This is an optimization exercise on Yosys and OpenROAD, whose aim is a short achievable clock period and few clock cycles, not a production implementation. No functional check of the RTL was part of any run shown here. Power and IR drop assume default switching activity.

--- flow/run.sh ---
#!/bin/bash
# The standard layout (the standard.sh: standard synthesis, floorplan,
# placement, CTS, routing, finish) with the same SDC and settings, except:
#  * port buffers are sky130_fd_sc_hd__buf_4 (ORFS otherwise picks
#    clkdlybuf4s50_1, a slow delay buffer, for every port);
#  * the resizer's setup repair aims for a larger slack margin, so that the
#    layout is optimised beyond the constraint's 12 ns.
set -euo pipefail
export BUFFER_PORTS_ARGS="-buffer_cell sky130_fd_sc_hd__buf_4"
export SETUP_SLACK_MARGIN=8.8
bash standard.sh finish > standard_flow.log 2>&1
--- standard.sh ---
#!/bin/bash
# synth_recipe.tcl (not shown) runs the flow's synth.tcl, then flattens the netlist and writes it again
# the make line also repeats each setting of config.mk as NAME=value (left out here)
make -C /OpenROAD-flow-scripts/flow DESIGN_CONFIG=/design/flow/config.mk WORK_HOME=/design/flow/orfs CLKGATE_MAP_FILE= SYNTH_SCRIPT=/design/flow/synth_recipe.tcl "${@:-finish}"
--- config.mk ---
export PLATFORM = sky130hd
export DESIGN_NAME = cu_codec
export DESIGN_NICKNAME = cu_codec
export VERILOG_FILES = /design/flow/design.v
export SDC_FILE = /design/flow/constraint.sdc
export NUM_CORES = 4
export LEC_CHECK = 0
export ABC_CLOCK_PERIOD_IN_PS = 1000
export CAP_MARGIN = 20
export CORE_MARGIN = 2
export CORE_UTILIZATION = 50
export PLACE_DENSITY = 0.6
export SLEW_MARGIN = 20
export SYNTH_HIERARCHICAL = 1
--- constraint.sdc ---
create_clock -name core_clock -period 12.0 [get_ports {clk}]
set_input_delay 2.4000 -clock core_clock [delete_from_list [all_inputs] [get_ports {clk}]]
set_output_delay 2.4000 -clock core_clock [all_outputs]
set_load 0.01 [all_outputs]
--- design.v ---
module cu_codec (
    input  wire        clk,
    input  wire        rst_n,
    input  wire        req_valid,
    output wire        req_ready,
    input  wire [7:0]  req_op,
    input  wire [31:0] req_a,
    input  wire [31:0] req_v,
    input  wire [31:0] req_r,
    input  wire        close,
    output reg         rsp_valid,
    output reg  [2:0]  rsp_code,
    output reg  [2:0]  rsp_kind,
    output reg  [31:0] rsp_fuel,
    output reg  [3:0]  rsp_start,
    output reg  [3:0]  rsp_mode,
    output reg  [7:0]  rsp_pit,
    output reg  [3:0]  rsp_display,
    output reg  [4:0]  rsp_tm_addr,
    output reg  [31:0] rsp_tm_stamp,
    output reg  [3:0]  rsp_tm_sector,
    output reg  [31:0] rsp_version,
    output reg  [15:0] rsp_raw_len,
    output reg  [63:0] rsp_raw_head,
    output reg  [15:0] discards,
    output wire        tx_valid,
    input  wire        tx_ready,
    output wire [7:0]  tx_data,
    output wire        tx_last,
    input  wire [1:0]  tx_status,
    input  wire        rx_valid,
    output wire        rx_ready,
    input  wire [7:0]  rx_data,
    input  wire        rx_last,
    input  wire        rx_timeout,
    input  wire        rx_ioerr,
    output reg         diag_valid,
    output reg  [7:0]  diag_byte
);
    localparam [2:0] E_OK = 3'd0, E_VALID = 3'd1, E_FORMAT = 3'd2, E_CHKSUM = 3'd3,
                     E_TIMEOUT = 3'd4, E_IO = 3'd5, E_ILLEGAL = 3'd6;
    localparam [2:0] K_NONE = 3'd0, K_STATUS = 3'd1, K_TIMER = 3'd2, K_RAW = 3'd3,
                     K_VERSION = 3'd4;
    integer i;
    reg st_idle, st_send, st_await;
    reg closed;
    reg [7:0] txd;
    reg       txl;
    assign req_ready = st_idle;
    assign tx_valid  = st_send;
    assign tx_data   = txd;
    assign tx_last   = txl;
    assign rx_ready  = st_await;
    reg [7:0] q_op;
    reg [2:0] q_a;
    reg [7:0] q_v;
    reg [3:0] q_r;
    reg [3:0] chk;               
    reg [3:0] ps1, ps2;
    reg       sent1, sent2;      
    reg [2:0] idx;               
    wire       req_go;           
    wire [2:0] req_code;         
    wire [7:0] f_key;            
    wire       f_one, op_lap, op_ign, op_pol, op_ver;
    cu_codec_req u_req (
        .op(req_op), .a(req_a), .v(req_v), .r(req_r),
        .go(req_go), .code(req_code), .key(f_key), .one(f_one),
        .lap(op_lap), .ign(op_ign), .pol(op_pol), .ver(op_ver));
    wire [7:0] lo     = q_op;
    wire       l_grp0 = (lo[7:4] == 4'h0);
    wire       l_w3   = l_grp0 && (lo[3:0] == 4'h1 || lo[3:0] == 4'h2 || lo[3:0] == 4'h3);
    wire       l_pos  = l_grp0 && (lo[3:0] == 4'h4);
    wire       l_clr  = l_grp0 && (lo[3:0] == 4'h5);
    wire       l_lap  = l_grp0 && (lo[3:0] == 4'h6);
    wire       l_ign  = l_grp0 && (lo[3:0] == 4'h7);
    wire       l_rst  = l_grp0 && (lo[3:0] == 4'h8);
    wire       l_ver  = l_grp0 && (lo[3:0] == 4'h9);
    wire       l_btn  = (lo[7:4] == 4'h1) && (lo[3:0] <= 4'h5);
    wire       l_ww   = l_w3 | l_pos | l_clr | l_lap;
    reg [7:0] key;               
    reg       is_lap, is_ign, is_poll, is_ver;
    reg [2:0] len;
    reg [4:0] l_word;
    reg [2:0] l_addr;
    reg [3:0] l_val, l_rep;
    reg [3:0] n1, n2, n3, n4;
    always @(*) begin
        l_word = (lo[3:0] == 4'h1) ? 5'd0 : (lo[3:0] == 4'h2) ? 5'd1 :
                 (lo[3:0] == 4'h3) ? 5'd2 : (lo[3:0] == 4'h6) ? 5'd17 : 5'd6;
        l_addr = l_lap ? 3'd7 : l_clr ? 3'd0 : q_a;
        l_val  = l_lap ? q_v[7:4] : l_clr ? 4'd0 : q_v[3:0];
        l_rep  = l_lap ? 4'd1 : l_clr ? 4'd9 : q_r;
        len = 3'd1;
        n1  = 4'd0;
        n2  = 4'd0;
        n3  = 4'd0;
        n4  = 4'd0;
        if (l_ww) begin
            len = 3'd6;
            n1 = l_word[3:0]; n2 = {l_addr, l_word[4]}; n3 = l_val; n4 = l_rep;
        end else if (l_ign) begin
            len = 3'd4;
            n1 = q_v[3:0]; n2 = q_v[7:4];
        end else if (l_rst) begin
            len = 3'd3;
            n1 = 4'd1;
        end else if (l_btn) begin
            len = 3'd2;
            case (lo[2:0])
                3'd0:    n1 = 4'd1;
                3'd1:    n1 = 4'd2;
                3'd2:    n1 = 4'd5;
                3'd3:    n1 = 4'd6;
                3'd4:    n1 = 4'd7;
                default: n1 = 4'd8;
            endcase
        end
    end
    wire accept  = st_idle & req_valid;
    wire       lap2 = is_lap & sent1;       
    wire [3:0] e_n1 = lap2 ? 4'd2 : n1;
    wire [3:0] e_n3 = lap2 ? q_v[3:0] : n3;
    reg  [3:0] cur_nib, nxt_nib;
    wire [2:0] nidx = idx + 3'd1;
    always @(*) begin
        case (idx)
            3'd1:    cur_nib = e_n1;
            3'd2:    cur_nib = n2;
            3'd3:    cur_nib = is_ign ? chk : e_n3;
            3'd4:    cur_nib = n4;
            default: cur_nib = chk;
        endcase
        case (nidx)
            3'd1:    nxt_nib = e_n1;
            3'd2:    nxt_nib = n2;
            3'd3:    nxt_nib = is_ign ? chk : e_n3;
            3'd4:    nxt_nib = n4;
            default: nxt_nib = chk;
        endcase
    end
    wire [7:0] cur_byte = (idx == 3'd0) ? key : {4'h3, cur_nib};
    wire [7:0] nxt_byte = txl ? key : {4'h3, nxt_nib};
    wire       nxt_last = txl ? (len == 3'd1) : (nidx == len - 3'd1);
    wire tx_take, tx_ok;
    reg         first;           
    reg  [15:0] rlen;            
    reg         drop;            
    reg  [3:0]  sacc;            
    reg         tkq;             
    reg  [7:0]  rxq;
    reg  [4:0]  posq;            
    reg         f1_3a;           
    reg         ok5, ok11, ok15, ok17;
    reg  [63:0] head_n;          
    reg  [15:0] disc_n;          
    wire        lap_first = is_lap & ~sent2;
    wire        big  = |rlen[15:5];
    wire [4:0]  pos  = first ? 5'd0 : (big ? 5'd31 : rlen[4:0]);
    wire        q0     = tkq & (posq == 5'd0);
    wire [3:0]  s_base = (posq == 5'd0) ? 4'd0 : sacc;
    wire [3:0]  s_next = tkq ? s_base + rxq[3:0] : sacc;    
    wire        q_chk  = (rxq == {4'h3, s_base});
    wire        q_key  = (rxq == key);
    wire        e_drop = q0 ? ~q_key : drop;
    wire        e_f1   = (tkq & (posq == 5'd1)) ? (rxq == 8'h3A) : f1_3a;
    wire        e_ok5  = (tkq & (posq == 5'd5))  ? q_chk : ok5;
    wire        e_ok11 = (tkq & (posq == 5'd11)) ? q_chk : ok11;
    wire        e_ok15 = (tkq & (posq == 5'd15)) ? q_chk : ok15;
    wire        e_ok17 = (tkq & (posq == 5'd17)) ? q_chk : ok17;
    reg  [63:0] e_head;          
    always @(*) begin
        e_head = ~head_n;
        if (tkq) begin
            if (posq == 5'd0)
                e_head = {56'd0, rxq};
            else
                for (i = 1; i < 8; i = i + 1)
                    if (posq == i) e_head[i*8 +: 8] = rxq;
        end
    end
    wire        inc_disc = q0 & ~q_key & ~&(~disc_n);
    reg         use_b;
    reg  [2:0]  a_code, a_kind, b_kind;
    always @(*) begin
        use_b  = 1'b0;
        a_code = E_OK;
        a_kind = K_NONE;
        b_kind = K_NONE;
        if (is_poll) begin
            if (pos < 5'd2) begin
                a_code = E_FORMAT;
            end else if (e_f1) begin
                b_kind = K_STATUS;
                if (pos < 5'd15) a_code = E_FORMAT;
                else if (pos == 5'd15) use_b = 1'b1;
                else if (pos == 5'd16) begin
                    a_code = e_ok15 ? E_OK : E_CHKSUM; a_kind = e_ok15 ? K_STATUS : K_NONE;
                end else if (pos == 5'd17) begin
                    use_b = ~e_ok15; a_kind = K_STATUS;
                end else begin
                    a_code = (e_ok15 | e_ok17) ? E_OK : E_CHKSUM;
                    a_kind = (e_ok15 | e_ok17) ? K_STATUS : K_NONE;
                end
            end else begin
                b_kind = K_TIMER;
                if (pos < 5'd11) a_code = E_FORMAT;
                else if (pos == 5'd11) use_b = 1'b1;
                else begin
                    a_code = e_ok11 ? E_OK : E_CHKSUM; a_kind = e_ok11 ? K_TIMER : K_NONE;
                end
            end
        end else if (is_ver) begin
            b_kind = K_VERSION;
            if (pos < 5'd5) a_code = E_FORMAT;
            else if (pos == 5'd5) use_b = 1'b1;
            else begin
                a_code = e_ok5 ? E_OK : E_CHKSUM; a_kind = e_ok5 ? K_VERSION : K_NONE;
            end
        end else begin
            a_kind = K_RAW;
        end
    end
    reg  [3:0]  tgt;             
    wire        eq_chk;
    cu_codec_eq u_eq (.d(rx_data), .t(tgt), .eq(eq_chk));
    reg  lastq;
    wire d1 = tkq & (posq == 5'd0) & lastq;              
    wire rx_take, rx_dat;
    wire n_idle, n_send, n_await, n_rsp, n_first;
    cu_codec_ctl u_ctl (
        .st_idle(st_idle), .st_send(st_send), .st_await(st_await),
        .closed(closed), .close(close), .req_valid(req_valid), .go(req_go),
        .tx_ready(tx_ready), .txl(txl), .tx_status(tx_status),
        .rx_valid(rx_valid), .rx_last(rx_last), .rx_timeout(rx_timeout), .rx_ioerr(rx_ioerr),
        .first(first), .drop(e_drop), .lap_first(lap_first), .d1(d1), .d1_key(q_key),
        .n_idle(n_idle), .n_send(n_send), .n_await(n_await), .n_rsp(n_rsp), .n_first(n_first),
        .tx_take(tx_take), .tx_ok(tx_ok), .rx_take(rx_take), .rx_dat(rx_dat));
    wire [2:0] n_code, n_kind;
    cu_codec_code u_code (
        .st_idle(st_idle), .st_send(st_send), .d1(d1), .req_code(req_code),
        .tx_status(tx_status), .rx_timeout(rx_timeout), .rx_ioerr(rx_ioerr), .eq(eq_chk),
        .use_b(use_b), .a_code(a_code), .a_kind(a_kind), .b_kind(b_kind),
        .d1_code((is_poll | is_ver) ? E_FORMAT : E_OK),
        .d1_kind((is_poll | is_ver) ? K_NONE : K_RAW),
        .code(n_code), .kind(n_kind));
    wire [7:0] n_txd;
    wire       n_txl;
    cu_codec_txn u_txn (
        .st_idle(st_idle), .take(tx_take), .key0(f_key), .one0(f_one),
        .nxt(nxt_byte), .nxt_last(nxt_last), .cur(cur_byte), .cur_last(idx == len - 3'd1),
        .txd(n_txd), .txl(n_txl));
    wire [3:0] n_tgt;
    cu_codec_tgt u_tgt (.first(first), .t(tgt), .d(rx_data[3:0]), .n(n_tgt));
    reg  [7:0] hsel;
    always @(*)
        for (i = 0; i < 8; i = i + 1)
            hsel[i] = (pos == i) && !d1;
    wire [63:0] n_head;
    cu_codec_head u_head (.d(rx_data), .sel(hsel), .clr(first & ~d1), .h(e_head), .n(n_head));
    wire [15:0] n_disc;
    cu_codec_disc u_disc (.clr(accept), .v(~disc_n + {15'd0, inc_disc}), .n(n_disc));
    always @(posedge clk) begin
        if (!rst_n) begin
            st_idle    <= 1'b1;
            st_send    <= 1'b0;
            st_await   <= 1'b0;
            closed     <= 1'b0;
            rsp_valid  <= 1'b0;
            diag_valid <= 1'b0;
            tkq        <= 1'b0;
            disc_n     <= 16'hFFFF;
            discards   <= 16'd0;
        end else begin
            if (close)
                closed <= 1'b1;
            rsp_valid  <= n_rsp;
            st_idle    <= n_idle;
            st_send    <= n_send;
            st_await   <= n_await;
            tkq        <= rx_dat;
            diag_valid <= q0 & ~q_key;
            disc_n     <= ~n_disc;
            discards   <= n_disc;
        end
    end
    always @(posedge clk) begin
        rsp_code <= n_code;
        rsp_kind <= n_kind;
        if (st_idle) begin
            q_op    <= req_op;
            key     <= f_key;
            is_lap  <= op_lap;
            is_ign  <= op_ign;
            is_poll <= op_pol;
            is_ver  <= op_ver;
            q_a     <= req_a[2:0];
            q_v     <= req_v[7:0];
            q_r     <= req_r[3:0];
            sent1   <= 1'b0;
            sent2   <= 1'b0;
        end else if (tx_ok) begin
            sent1   <= 1'b1;
            sent2   <= sent1;
        end
        ps1 <= key[3:0] + e_n1 + n2;
        ps2 <= e_n3 + n4;
        chk <= ps1 + ps2;
        txd <= n_txd;
        txl <= n_txl;
        if (st_idle)
            idx <= 3'd0;
        else if (tx_take)
            idx <= txl ? 3'd0 : nidx;
        first <= n_first;
        if (rx_take) begin
            rlen <= first ? 16'd1 : (&rlen ? rlen : rlen + 16'd1);
            tgt  <= n_tgt;
        end
        rsp_raw_len <= first ? 16'd1 : (&rlen ? rlen : rlen + 16'd1);
        rsp_raw_head <= n_head;
        rxq       <= rx_data;
        lastq     <= rx_last;
        posq      <= pos;
        diag_byte <= rxq;
        sacc      <= s_next;
        drop      <= e_drop;
        f1_3a     <= e_f1;
        ok5       <= e_ok5;
        ok11      <= e_ok11;
        ok15      <= e_ok15;
        ok17      <= e_ok17;
        head_n    <= ~e_head;
    end
    reg [31:0] fuel_n, stamp_n, ver_n;
    reg [3:0]  start_n, mode_n, disp_n, sect_n;
    reg [7:0]  pit_n;
    reg [4:0]  addr_n;
    reg [31:0] e_fuel, e_stamp, e_ver;
    reg [3:0]  e_start, e_mode, e_disp, e_sect;
    reg [7:0]  e_pit;
    reg [4:0]  e_addr;
    always @(*) begin
        e_fuel  = ~fuel_n;
        e_stamp = ~stamp_n;
        e_ver   = ~ver_n;
        e_start = ~start_n;
        e_mode  = ~mode_n;
        e_disp  = ~disp_n;
        e_sect  = ~sect_n;
        e_pit   = ~pit_n;
        e_addr  = ~addr_n;
        if (tkq) begin
            case (posq)
                5'd1: begin
                    e_addr        = {1'b0, rxq[3:0]} - 5'd1;
                    e_ver[7:0]    = rxq;
                end
                5'd2: begin
                    e_fuel[3:0]    = rxq[3:0];
                    e_stamp[27:24] = rxq[3:0];
                    e_ver[15:8]    = rxq;
                end
                5'd3: begin
                    e_fuel[7:4]    = rxq[3:0];
                    e_stamp[31:28] = rxq[3:0];
                    e_ver[23:16]   = rxq;
                end
                5'd4: begin
                    e_fuel[11:8]   = rxq[3:0];
                    e_stamp[19:16] = rxq[3:0];
                    e_ver[31:24]   = rxq;
                end
                5'd5: begin
                    e_fuel[15:12]  = rxq[3:0];
                    e_stamp[23:20] = rxq[3:0];
                end
                5'd6: begin
                    e_fuel[19:16]  = rxq[3:0];
                    e_stamp[11:8]  = rxq[3:0];
                end
                5'd7: begin
                    e_fuel[23:20]  = rxq[3:0];
                    e_stamp[15:12] = rxq[3:0];
                end
                5'd8: begin
                    e_fuel[27:24]  = rxq[3:0];
                    e_stamp[3:0]   = rxq[3:0];
                end
                5'd9: begin
                    e_fuel[31:28]  = rxq[3:0];
                    e_stamp[7:4]   = rxq[3:0];
                end
                5'd10: begin
                    e_start = rxq[3:0];
                    e_sect  = rxq[3:0];
                end
                5'd11: e_mode      = rxq[3:0];
                5'd12: e_pit[3:0]  = rxq[3:0];
                5'd13: e_pit[7:4]  = rxq[3:0];
                5'd14: e_disp      = rxq[3:0];
                default: ;
            endcase
        end
    end
    always @(posedge clk) begin
        fuel_n  <= ~e_fuel;
        stamp_n <= ~e_stamp;
        ver_n   <= ~e_ver;
        start_n <= ~e_start;
        mode_n  <= ~e_mode;
        disp_n  <= ~e_disp;
        sect_n  <= ~e_sect;
        pit_n   <= ~e_pit;
        addr_n  <= ~e_addr;
        rsp_fuel      <= e_fuel;
        rsp_tm_stamp  <= e_stamp;
        rsp_version   <= e_ver;
        rsp_start     <= e_start;
        rsp_mode      <= e_mode;
        rsp_display   <= e_disp;
        rsp_tm_sector <= e_sect;
        rsp_pit       <= e_pit;
        rsp_tm_addr   <= e_addr;
    end
endmodule
module cu_codec_req (
    input  wire [7:0]  op,
    input  wire [31:0] a,
    input  wire [31:0] v,
    input  wire [31:0] r,
    output wire        go,       
    output wire [2:0]  code,     
    output wire [7:0]  key,      
    output wire        one,      
    output wire        lap,
    output wire        ign,
    output wire        pol,
    output wire        ver
);
    wire grp0   = (op[7:4] == 4'h0);
    wire op_w3  = grp0 && (op[3:0] == 4'h1 || op[3:0] == 4'h2 || op[3:0] == 4'h3);
    wire op_pos = grp0 && (op[3:0] == 4'h4);
    wire op_clr = grp0 && (op[3:0] == 4'h5);
    wire op_rst = grp0 && (op[3:0] == 4'h8);
    wire op_btn = (op[7:4] == 4'h1) && (op[3:0] <= 4'h5);
    assign lap  = grp0 && (op[3:0] == 4'h6);
    assign ign  = grp0 && (op[3:0] == 4'h7);
    assign ver  = grp0 && (op[3:0] == 4'h9);
    assign pol  = grp0 && (op[3:0] == 4'hA);
    wire op_ww  = op_w3 | op_pos | op_clr | lap;
    wire legal  = op_ww | ign | op_rst | ver | pol | op_btn;
    wire a_ok = (a[31:3] == 29'd0);
    wire n_ok = (v[31:4] == 28'd0);
    wire b_ok = (v[31:8] == 24'd0);
    wire r_ok = (r[31:4] == 28'd0);
    wire p_ok = n_ok && (v[3:0] != 4'd0) && (v[3:0] <= 4'd8);
    wire err1 = ((op_w3 | op_pos) & ~a_ok) | (op_w3 & ~n_ok) | (op_pos & ~p_ok) | (lap & ~b_ok);
    wire err2 = ((op_w3 | op_pos) & ~r_ok) | (ign & ~b_ok);
    assign go   = legal & ~err1 & ~err2;
    assign code = ~legal ? 3'd6 : err1 ? 3'd1 : err2 ? 3'd2 : 3'd5;
    assign key  = op_ww ? 8'h4A : ign ? 8'h3A : op_rst ? 8'h3D :
                  ver   ? 8'h30 : op_btn ? 8'h54 : 8'h3F;
    assign one  = ver | pol;
endmodule
module cu_codec_ctl (
    input  wire       st_idle,
    input  wire       st_send,
    input  wire       st_await,
    input  wire       closed,
    input  wire       close,
    input  wire       req_valid,
    input  wire       go,
    input  wire       tx_ready,
    input  wire       txl,
    input  wire [1:0] tx_status,
    input  wire       rx_valid,
    input  wire       rx_last,
    input  wire       rx_timeout,
    input  wire       rx_ioerr,
    input  wire       first,
    input  wire       drop,
    input  wire       lap_first,
    input  wire       d1,
    input  wire       d1_key,
    output wire       n_idle,
    output wire       n_send,
    output wire       n_await,
    output wire       n_rsp,
    output wire       n_first,
    output wire       tx_take,
    output wire       tx_ok,
    output wire       rx_take,
    output wire       rx_dat
);
    wire accept  = st_idle & req_valid;
    wire ok      = go & ~closed & ~close;
    wire acc_go  = accept & ok;
    wire acc_rsp = accept & ~ok;
    assign tx_take = st_send & tx_ready;
    wire   tx_end  = tx_take & txl;
    assign tx_ok   = tx_end & (tx_status == 2'd0);
    wire   tx_bad  = tx_end & (tx_status != 2'd0);
    assign rx_take = st_await & rx_valid;
    wire   rx_evt  = rx_timeout | rx_ioerr;
    assign rx_dat  = rx_take & ~rx_evt;
    wire rx_done = rx_dat & rx_last & ~first & ~drop;
    wire rx_one  = rx_dat & rx_last & first;
    wire d1_fin  = d1 & d1_key & ~lap_first;
    wire d1_next = d1 & d1_key & lap_first;
    wire d1_more = d1 & ~d1_key;
    wire rx_fin  = (rx_take & rx_evt) | (rx_done & ~lap_first) | d1_fin;
    wire rx_next = (rx_done & lap_first) | d1_next;
    assign n_rsp   = acc_rsp | tx_bad | rx_fin;
    assign n_idle  = (st_idle & ~acc_go) | tx_bad | rx_fin;
    assign n_send  = acc_go | (st_send & ~tx_end) | rx_next;
    assign n_await = tx_ok | d1_more | (st_await & ~(rx_take & rx_evt) & ~rx_done & ~rx_one);
    assign n_first = tx_ok | (rx_take ? rx_last : first);
endmodule
module cu_codec_code (
    input  wire       st_idle,
    input  wire       st_send,
    input  wire       d1,
    input  wire [2:0] req_code,
    input  wire [1:0] tx_status,
    input  wire       rx_timeout,
    input  wire       rx_ioerr,
    input  wire       eq,
    input  wire       use_b,
    input  wire [2:0] a_code,
    input  wire [2:0] a_kind,
    input  wire [2:0] b_kind,
    input  wire [2:0] d1_code,
    input  wire [2:0] d1_kind,
    output reg  [2:0] code,
    output reg  [2:0] kind
);
    always @(*) begin
        if (st_idle) begin
            code = req_code;
            kind = 3'd0;
        end else if (st_send) begin
            code = (tx_status == 2'd1) ? 3'd4 : 3'd5;
            kind = 3'd0;
        end else if (d1) begin
            code = d1_code;
            kind = d1_kind;
        end else if (rx_timeout | rx_ioerr) begin
            code = rx_timeout ? 3'd4 : 3'd5;
            kind = 3'd0;
        end else if (use_b) begin
            code = eq ? 3'd0 : 3'd3;
            kind = eq ? b_kind : 3'd0;
        end else begin
            code = a_code;
            kind = a_kind;
        end
    end
endmodule
module cu_codec_eq (
    input  wire [7:0] d,
    input  wire [3:0] t,
    output wire       eq
);
    assign eq = (d == {4'h3, t});
endmodule
module cu_codec_txn (
    input  wire       st_idle,
    input  wire       take,
    input  wire [7:0] key0,
    input  wire       one0,
    input  wire [7:0] nxt,
    input  wire       nxt_last,
    input  wire [7:0] cur,
    input  wire       cur_last,
    output wire [7:0] txd,
    output wire       txl
);
    assign txd = st_idle ? key0 : take ? nxt : cur;
    assign txl = st_idle ? one0 : take ? nxt_last : cur_last;
endmodule
module cu_codec_tgt (
    input  wire       first,
    input  wire [3:0] t,
    input  wire [3:0] d,
    output wire [3:0] n
);
    assign n = first ? d : t + d;
endmodule
module cu_codec_head (
    input  wire [7:0]  d,
    input  wire [7:0]  sel,
    input  wire        clr,
    input  wire [63:0] h,
    output reg  [63:0] n
);
    integer i;
    always @(*)
        for (i = 0; i < 8; i = i + 1)
            n[i*8 +: 8] = sel[i] ? d : (clr ? 8'd0 : h[i*8 +: 8]);
endmodule
module cu_codec_disc (
    input  wire        clr,
    input  wire [15:0] v,
    output wire [15:0] n
);
    assign n = clr ? 16'd0 : v;
endmodule
==> results_dict.tcl, run 1 <==
set metrics [dict create \
    ys.flop_type "dfxtp_1" \
    swShare_pct 21.86 \
    ant_nets 0 \
    final_nets 2572 \
    async_flop_share_pct 0 \
    design.die.area_mm2 0.04189 \
    io_pins 372 \
    status "no timing/DRC/antenna violations" \
    die_w_um 204.7 \
    post-route-min-period_ns 3.935 \
    vias_per_cell 5.294 \
    dr.pass1.iters 6 \
    drt_iter0_markers 1075 \
    num_rows 73 \
    p_comb_share_pct 5.6 \
    yosysSeqAreaShare_pct 57.92 \
    holdWs_ns 0.4123 \
    worst_ep_arrival_time_ns 4.49 \
    dp_hpwl_um 39150 \
    netSwitchingPower_uw 854.2 \
    final_cell_mix "263 x buf_6, 253 x inv_1, 247 x dfxtp_1" \
    coreArea_mm2 0.03973 \
    setup.worst_path.end_class "flip-flop" \
    clock.fmax_mhz 254.1 \
    cts_buffers 54 \
    hold_path.class "flip-flop to flip-flop" \
    vdd_ir_drop_max_mv 0.09528 \
    critPathKind "primary input to flip-flop" \
    drive_above_1_share_pct 36.15 \
    cp_max_fo 3 \
    p_leak_nw 12.76 \
    powerDensity_mw_per_mm2 143.2 \
    clkPwrFrac_pct 44.8 \
    critPathRequiredTime_ns 12.56 \
    power_frac_seq_pct 49.6 \
    cts_sinks 553 \
    p_int_mw 3.053 \
    globalplace.congestion 0.8417 \
    clk_latency_ns 0.61 \
    power_mw 3.907 \
    die_h_um 204.7 \
    yosys_warnings 9 \
    cts_tree "built" \
    clockBufferDepth 3 \
    fin_setup_tns_ns 0 \
    areaGrowthSynthToFinish_pct 35.48 \
    maxCapViolCount 0 \
    ys_types 93 \
    first_global_vias 15490 \
    synth_edf_count 59 \
    fin_skew_ns 0.02569 \
    slew_headroom_pct 34.77 \
    post_drt_wl_per_cell_um 18.77 \
    grt.total_usage_pct 26.37 \
    root_buffer "clkbuf_16" \
    hold_viol 0 \
    antenna_found_initial 1 \
    fillers 3066 \
    portBuffers 371 \
    rsz0062_at_grt "true" \
    grt_pass1_wl_um 85840 \
    vias 15820 \
    syn-cell-area_mm2 0.02013 \
    grt_start_max_net_pins 69 \
    synth-seq-cells 553 \
    slew_viol_final 0 \
    cts_hold_buf 0 \
    synth_cells 2024 \
    route.detailed.drc 0 \
    initial_core_util_pct 50.67 \
    htree_levels 2 \
    grt_overflow 0 \
    setup_viol 0 \
    start_kind "primary input" \
    clk_pin_slew_worst_paths_ns 0.06 \
    final_common_cell "buf_6" \
    wirelength_um 56100 \
    avgSynthCellArea_um2 9.947 \
    worst_pin_slew_ns 0.9771 \
    timing.final.crit_share_pct 32.79 \
]
==> state kept, by name, summed over array words and instances (netlist names), 8 cells and up <==
signal / cells
txd: 8
discards: 16
rsp_tm_stamp: 32
pit_n: 8
disc_n: 16
head_n: 64
rsp_fuel: 32
ver_n: 32
q_op: 8
key: 8
rxq: 8
stamp_n: 32
rsp_pit: 8
fuel_n: 32
rsp_version: 32
rlen: 16
diag_byte: 8
q_v: 8
rsp_raw_len: 16
rsp_raw_head: 64
==> timing repair <==
item | CTS | global route
setup buffers | 26 | 14
resized for setup | 503 | 96
endpoints found under the setup margin | 332 | 328
cloned | 1 | 1
pin swaps | 15 | 28
==> cells in the mapped netlist, types with 21 or more instances <==
master    instances  area (um2)
a211oi_1         33       247.7
a21oi_1         110       550.5
a22o_1           61       534.3
and2_1           27       168.9
clkbuf_1         54       202.7
dfxtp_1         494        9889
edfxtp_1         59        1772
ha_1             25       312.8
inv_1           257       964.7
mux2i_1          21       210.2
nand2_1         161       604.3
nand2b_1         27       168.9
nand3_1          41       205.2
nor2_1          133       499.2
nor3_1           41       205.2
nor4_1           35       219.0
o21a_1           30       225.2
o21ai_0          77       385.4
xnor2_1          43       376.6
==> kinds of logic (layout without fill, tap and decap cells) <==
| kind of cell | Yosys count | count (layout) | share of synthesized area [%] |
|---|---|---|---|
| simple gates | 571 | 571 | 14.36 |
| flops | 553 | 553 | 57.92 |
| compound gates | 429 | 429 | 14.31 |
| buf+inv | 351 | 786 | 7.128 |
| xor+xnor | 58 | 58 | 2.523 |
| fa+ha+maj | 34 | 34 | 2.399 |
| mux | 26 | 26 | 1.324 |
| other cells | 2 | 6 | 0.03730 |
==> per-stage QoR <==
step	util [%]	worst slack, ns	cell area, um2	instances
floorplan	-	7.744	20270	2027
global route	68.64	7.998	27270	2987
CTS	67.59	8.079	26850	2972
detailed placement	58.76	7.301	23350	2843
global placement	58.76	7.291	23350	2843
finish	68.65	8.065	27280	2988
==> metal layers <==
metal	up-vias	share of wire (%)	track usage [%]
li1	7629	-	-
met1	7549	43	34.28
met2	541	48	44.28
met3	98	6.9	5.775
met4	0	2.4	7.169
met5	-	0	0
==> per-module statistics from Yosys, one instance, submodules excluded <==
module	area [um2]	flops+latches	cells inside
cu_codec	17750	553	1675
cu_codec_code	232.7	0	37
cu_codec_ctl	201.4	0	33
cu_codec_disc	143.9	0	17
cu_codec_eq	57.56	0	7
cu_codec_head	752.0	0	108
cu_codec_req	565.5	0	91
cu_codec_tgt	219.0	0	26
cu_codec_txn	206.4	0	30
==> path summary, 6_finish.rpt <==
path / startpoint / end / slack, ns / cells past startpoint
max: req_a[20] / st_send / 8.07 / 10
min: stamp_n[3] / rsp_tm_stamp[3] / 0.41 / 1
max reg2reg: posq[4] / rsp_code[1] / 8.61 / 15
min reg2reg: stamp_n[3] / rsp_tm_stamp[3] / 0.41 / 1
==> layout make-up <==
| type | instances | area, um2 | area share, % |
|---|---|---|---|
| sequential | 553 | 11980 | 43.91 |
| multi-input combinational | 1123 | 7540 | 27.64 |
| timing repair buffer | 426 | 4238 | 15.54 |
| clock buffer | 80 | 1674 | 6.138 |
| inverter | 258 | 972.2 | 3.564 |
| tap | 525 | 656.9 | 2.408 |
| clock inverter | 22 | 215.2 | 0.7890 |
| antenna | 1 | 2.502 | 0.009174 |
==> power groups by stage <==
stage	sequential [mW]	clock [mW]	combinational, mW
floorplan	1.96	0	0.0842
global placement	1.97	0	0.182
detailed placement	1.97	0	0.185
CTS	1.94	1.78	0.210
global route	1.94	1.87	0.233
finish	1.94	1.75	0.218
==> critical path, cell delays in order <==
cell and delay, ns:
buf_4 0.11, nor4_2 0.26, nand4_1 0.11, o31a_1 0.34, o31a_1 0.28, nor4_2 0.15, inv_1 0.11, or4_1 0.52
nand3_1 0.08, and2_1 0.12
==> run 2, diff against run 1 <==
--- a/config.mk
+++ b/config.mk
@@ -12,3 +12,2 @@
 export PLACE_DENSITY = 0.6
 export SLEW_MARGIN = 20
-export SYNTH_HIERARCHICAL = 1
==> results_dict.tcl, run 2 <==
set metrics [dict create \
    status "no timing/DRC/antenna violations" \
    syn-cell-area_mm2 0.01931 \
    post-place-ws_ns 7.598 \
    fin_skew_ns 0.02455 \
    hold_viol 0 \
    synth.largest_area_cell "dfxtp_1" \
    regToRegSetupSlack_ns 8.56 \
    setup_ws_ns 8.300 \
    yosysSeqAreaShare_pct 60.13 \
    design.die.area_mm2 0.04021 \
    post_drt_wl_per_cell_um 18.43 \
    fin_setup_tns_ns 0 \
    clk_latency_ns 0.60 \
    p_leak_nw 11.71 \
    yosysTopAreaCellShare_pct 51.11 \
    vdd_ir_drop_max_mv 0.1293 \
    final_cell_mix "266 x buf_6, 246 x dfxtp_2, 238 x nand2_1, 238 x dfxtp_1, 177 x inv_1" \
    areaGrowthSynthToFinish_pct 37.36 \
    setup.worst_path.end_class "flip-flop" \
    critical_path_buf_inv_count 1 \
    fillers 2912 \
    antenna_found_initial 1 \
    cpLargestDelayFamily "simple AND/OR/NAND/NOR gates" \
    critPathKind "primary input to flip-flop" \
    cts_buffers 53 \
    avgSynthCellArea_um2 9.923 \
    slew_headroom_pct 25.88 \
    io_pins 372 \
    yosys_warnings 3 \
    synth_cells 1946 \
    num_rows 71 \
    min_from "ver_n[2]" \
    timing.final.crit_share_pct 30.84 \
    post-route-min-period_ns 3.700 \
    synth_commonest_cells "493 x dfxtp_1, 250 x nand2_1, 180 x inv_1" \
    ys_types 84 \
    synth.area.top_cells "dfxtp_1 51%, edfxtp_1 9.0%, nand2_1 4.9%, a21oi_1 3.7%, inv_1 3.5%" \
    drive_above_1_share_pct 37.89 \
    first_global_vias 14990 \
    holdWs_ns 0.4095 \
    final_common_cell "buf_6" \
    ys.flop_type "dfxtp_1" \
    start_kind "primary input" \
    multi_input_area_mm2 0.007219 \
    cts_tree "built" \
    globalplace.congestion 0.8999 \
    dp_hpwl_um 36350 \
    htree_levels 2 \
    cp_max_fo 5 \
    grt_start_max_net_pins 70 \
    powerDensity_mw_per_mm2 137.5 \
    route.detailed.drc 0 \
    initial_core_util_pct 51.02 \
    dr.pass1.iters 5 \
    final_nets 2501 \
    clock.fmax_mhz 270.2 \
    clockBufferDepth 3 \
    wirelength_um 53370 \
    hold_path.class "flip-flop to flip-flop" \
    synth-seq-cells 551 \
    root_buffer "clkbuf_16" \
    maxCapViolCount 0 \
    final_core_util_pct 70.09 \
    slew_viol_final 0 \
    crit_chain "buf_8, or3_4, nor3_4, nand2_2, o31ai_4, a211oi_2, o21a_2, a311oi_2" \
    grt_pass1_wl_um 83660 \
    rsz0062_at_grt "true" \
    r2r_start "posq[3]" \
    grt.total_usage_pct 26.10 \
    portBuffers 370 \
    clk_pin_slew_worst_paths_ns 0.06 \
    crit_path_top_delay_cell "or3_4" \
    vias_per_cell 5.273 \
    cpPeakStageDelay_ns 0.40 \
    seqCellArea_mm2 0.01195 \
    cts_hold_buf 0 \
    critPathRequiredTime_ns 12.50 \
    drt_iter0_markers 1094 \
    setup_viol 0 \
    coreArea_mm2 0.03784 \
    vias 15260 \
    worst_ep_arrival_time_ns 4.20 \
    die_h_um 200.5 \
    synth_edf_count 58 \
    top_regs "head_n x64, rsp_raw_head x64" \
    die_w_um 200.5 \
    ant_nets 0 \
    grt_overflow 0 \
    cts_sinks 551 \
    yosys.cell_count.top_type "dfxtp_1" \
    crit_start "req_op[7]" \
    worst_pin_slew_ns 1.102 \
    async_flop_share_pct 0 \
]
[run 2: changes by cell type after synthesis, moves of 14 or more]
| cell | change |
|---|---|
| a211oi_1 | -28 |
| a21oi_1 | +31 |
| xnor2_1 | -16 |
| nor3_1 | +15 |
| a22o_1 | -57 |
| nand2b_1 | -19 |
| o21ai_0 | +16 |
| and2_1 | -18 |
| o31ai_1 | +49 |
| inv_1 | -77 |
| nand2_1 | +89 |
| a21o_1 | +17 |
| clkbuf_1 | +14 |
[run 2: final cells by class]
type | count | share of cell area (%)
Inverter | 180 | 2.561
Sequential cell | 551 | 45.06
Timing Repair Buffer | 431 | 16.17
Multi-Input combinational cell | 1124 | 27.22
Clock inverter | 21 | 0.6557
Tap cell | 511 | 2.410
Timing Repair inverter | 1 | 0.02830
Antenna cell | 1 | 0.009434
Clock buffer | 75 | 5.882
[run 2: worst paths after layout]
check,endpoint,cells after the start
worst min-delay path,rsp_version[2],1
worst max-delay path,rsp_code[0],8
worst min register to register,rsp_version[2],1
worst max register to register,rsp_kind[0],11
[run 2: per-stage QoR]
step                power, mW  cell area [um2]  instances
floorplan               1.973            19590       1946
global placement        2.032            22630       2747
detailed placement      2.034            22640       2747
CTS                     3.663            26140       2878
global route            3.762            26520       2895
finish                  3.648            26520       2895
[run 2: timing repair]
item                                   in CTS  in global routing
cloned                                      1                  0
endpoints found under the hold margin       0                  0
pin swaps                                  28                 27
resized for setup                         524                 93
setup buffers                              34                 16
setup endpoints to repair                 289                294
[run 2: logic make-up after synthesis]
kind of cell             Yosys count  synth area share [%]
AND/OR/NAND/NOR                  608                 15.05
AO/OA/AOI/OAI                    409                 13.19
multiplexers                      15                0.8100
flip-flops                       551                 60.13
adder cells (fa/ha/maj)           36                 2.644
buffers and inverters            271                 5.670
XOR/XNOR                          55                 2.495
other                              1               0.01942
[run 2: report_power, final]
group / internal [mW] / leakage (nW) / switching [mW]
combinational: 0.0636 / 6.36 / 0.0564
clock: 0.931 / 0.872 / 0.707
sequential: 1.87 / 4.48 / 0.0192
[run 2: layer usage]
layer | wire, um | track usage [%] | vias to the layer above
met3 | 3333 | 5.049 | 104
met5 | 0 | 0 | -
met2 | 25320 | 43.25 | 462
met4 | 1723 | 9.921 | 0
li1 | - | - | 7421
met1 | 23000 | 33.89 | 7277

## what the ideal ports hide
No port has a modelled driver above. Below, the same layouts with a new extraction and two added sets of constraints.
Step 1 sets driving cells, clkbuf_16 on the clock port and buf_2 on the other inputs (assumed; they add their load-dependent delay and slew).
Step 2 adds t to the input delays and takes it off the output delays; t is the mean of the earliest and latest rising clock arrival at the registers after step 1. Input paths then give back, and output paths get back, about the clock's delay inside the block.
Three values: no drivers, after step 1, after step 2; two values: the first two.
| run | shift t [ns] | setup WS [ns] | worst hold slack (ns) | pins driven straight from the clock port |
|---|---|---|---|---|
| run 1 | 0.655 | 8.065 / 8.086 / 7.430 | 0.412 / 0.412 / 0.412 | 1 |
| run 2 | 0.641 | 8.300 / 8.312 / 7.671 | 0.409 / 0.409 / 0.409 | 1 |
After both steps setup and hold are still met in every run listed. The setup slack of run 1, which loses most, moves by +0.021 ns with the drivers and by -0.635 ns with both steps.
